What follows belongs to an exercise in optimizing a design on an open flow for small area and a short achievable clock period; a production flow would make more cautious choices. Function was checked by simulation only, so behaviour that the tests miss may differ from the original. Power and IR drop assume default switching activity.

==> job 1458 <==
==> flow/design.v (excerpt) <==
module seelevel (
    input  wire        clk,
    input  wire        rst,
    input  wire        rx,
    output wire        tx,
    output wire        irq,
    input  wire        bus_en,
    input  wire        bus_we,
    input  wire [11:0] bus_addr,
    input  wire [31:0] bus_wdata,
    output reg  [31:0] bus_rdata
);
    localparam [3:0] OP_NOP      = 4'h0;
    localparam [3:0] OP_READ     = 4'h1;
    localparam [3:0] OP_SELECT   = 4'h2;
    localparam [3:0] OP_CAPTURE  = 4'h3;
    localparam [3:0] OP_DECODE   = 4'h4;
    localparam [3:0] OP_VALIDATE = 4'h5;
    localparam [3:0] OP_LEVEL    = 4'h6;
    localparam [3:0] OP_CLRCNT   = 4'h7;
    localparam [2:0] PH_IDLE     = 3'd0;
    localparam [2:0] PH_SEL_OFF  = 3'd1;
    localparam [2:0] PH_SEL_ON   = 3'd2;
    localparam [2:0] PH_CAP_HIGH = 3'd3;
    localparam [2:0] PH_CAP_LOW  = 3'd4;
    localparam [2:0] PH_EVAL     = 3'd5;
    localparam [2:0] RES_NONE        = 3'd0;
    localparam [2:0] RES_OK          = 3'd1;
    localparam [2:0] RES_NO_RESPONSE = 3'd2;
    localparam [2:0] RES_PREAMBLE    = 3'd3;
    localparam [2:0] RES_CHECKSUM    = 3'd4;
    localparam [2:0] RES_LEVEL_FAULT = 3'd5;
    localparam [9:0] W_CTRL        = 10'h000;
    localparam [9:0] W_CMD         = 10'h001;
    localparam [9:0] W_STATUS      = 10'h002;
    localparam [9:0] W_TIMEOUT     = 10'h003;
    localparam [9:0] W_SEL_OFF     = 10'h004;
    localparam [9:0] W_SEL_ON      = 10'h005;
    localparam [9:0] W_LEVEL_NUM   = 10'h006;
    localparam [9:0] W_LEVEL_DEN   = 10'h007;
    localparam [9:0] W_CNT_NORESP  = 10'h008;
  ...
clock: 30.0 ns
lec_check: 0
cap_margin: 20
core_margin: 2
core_utilization: 30
place_density: 0.4
slew_margin: 20
run.sh (not shown) runs the stock make flow with config.mk's settings and CLKGATE_MAP_FILE= SYNTH_SCRIPT=/design/flow/synth_recipe.tcl, a recipe that flattens the netlist after the stock synthesis.
==> inputs of job 9526, as changes to job 1458 <==
==> flow/flow/run.sh (new file) <==
#!/bin/bash
set -euo pipefail
export SETUP_SLACK_MARGIN=15
bash standard.sh SETUP_SLACK_MARGIN=15 finish > flow_make.log 2>&1
==> flow/standard.sh (new file) <==
#!/bin/bash
# synth_recipe.tcl (not shown) runs the flow's synth.tcl, then flattens the netlist and writes it again
# the make line also repeats each setting of config.mk as NAME=value (left out here)
make -C /OpenROAD-flow-scripts/flow DESIGN_CONFIG=/design/flow/config.mk WORK_HOME=/design/flow/orfs CLKGATE_MAP_FILE= SYNTH_SCRIPT=/design/flow/synth_recipe.tcl "${@:-finish}"
CTS_BUF_LIST = sky130_fd_sc_hd__clkbuf_8   (was not set)
removed: flow/run.sh
==> comparison table <==
Unrepaired setup endpoints after global routing: job 9526 true; job 1458 false
Storage cell area: job 9526 61100 µm²; job 1458 61100 µm²
Logic pwr share: job 9526 28.5%; job 1458 27.1%
Worst skew pair latency: job 9526 1200 ps; job 1458 980 ps
Setup ws final: job 9526 13950 ps; job 1458 10780 ps
Period Utilization, post-route: job 9526 53.5%; job 1458 64.1%
Count of routing violations after the opening detailed-route iteration: job 9526 19000; job 1458 20029
Number of buffers created by CTS: job 9526 395; job 1458 267
Max incr delay on CP: job 9526 690 ps; job 1458 930 ps
Number of fill cells in the layout: job 9526 32303; job 1458 32568
Seq/total area: job 9526 48.9%; job 1458 51.2%
Buffers outside the clock class: job 9526 853; job 1458 603
Status: job 9526 finished clean; job 1458 finished clean
Met2 global-route usage: job 9526 64.1%; job 1458 63.4%
Sequential group share of total power: job 9526 40.5%; job 1458 38.7%
Critical path depth in cells: job 9526 12; job 1458 14
Average routed wire per standard cell: job 9526 61.9 µm; job 1458 63.2 µm
Worst-margin pin slew: job 9526 1360 ps; job 1458 1440 ps
Final Power: job 9526 9.20 mW; job 1458 9.60 mW
Number of global-route vias before repair: job 9526 84895; job 1458 82177
Launching point of the worst reg2reg path: job 9526 dur_q[1462]; job 1458 dur_q[407]
Tightest hold margin: job 9526 420 ps; job 1458 417 ps
Ant diodes: job 9526 85; job 1458 86
Power attributed to the clock group: job 9526 2.85 mW; job 1458 3.28 mW

afterwards: timing with drivers on the ports:
How much do the figures lean on ideal ports? The routed layouts below were timed once more, with nothing changed but the port constraints.
Step 1: set_driving_cell puts a clkbuf_16 on clk and a buf_2 on each other input, an assumption about the parent block.
Step 2, shift: input delay + t, output delay - t, t = (earliest + latest rising clock arrival at the registers) / 2. This alone moves slack from input paths to output paths.
Slacks: ideal ports / drivers / drivers and shift; pairs: ideal ports / drivers.
| run | t, ns | setup slack, ns | worst data-port slew with drivers (ns) |
|---|---|---|---|
| job 1458 | 1.047 | 10.778 / 10.737 / 10.737 | 0.07 |
| job 9526 | 1.250 | 13.945 / 13.908 / 13.908 | 0.08 |
After both steps every run listed still meets setup and hold. For job 1458, which loses most, drivers alone change the setup slack by -0.041 ns; drivers and shift together by -0.041 ns.
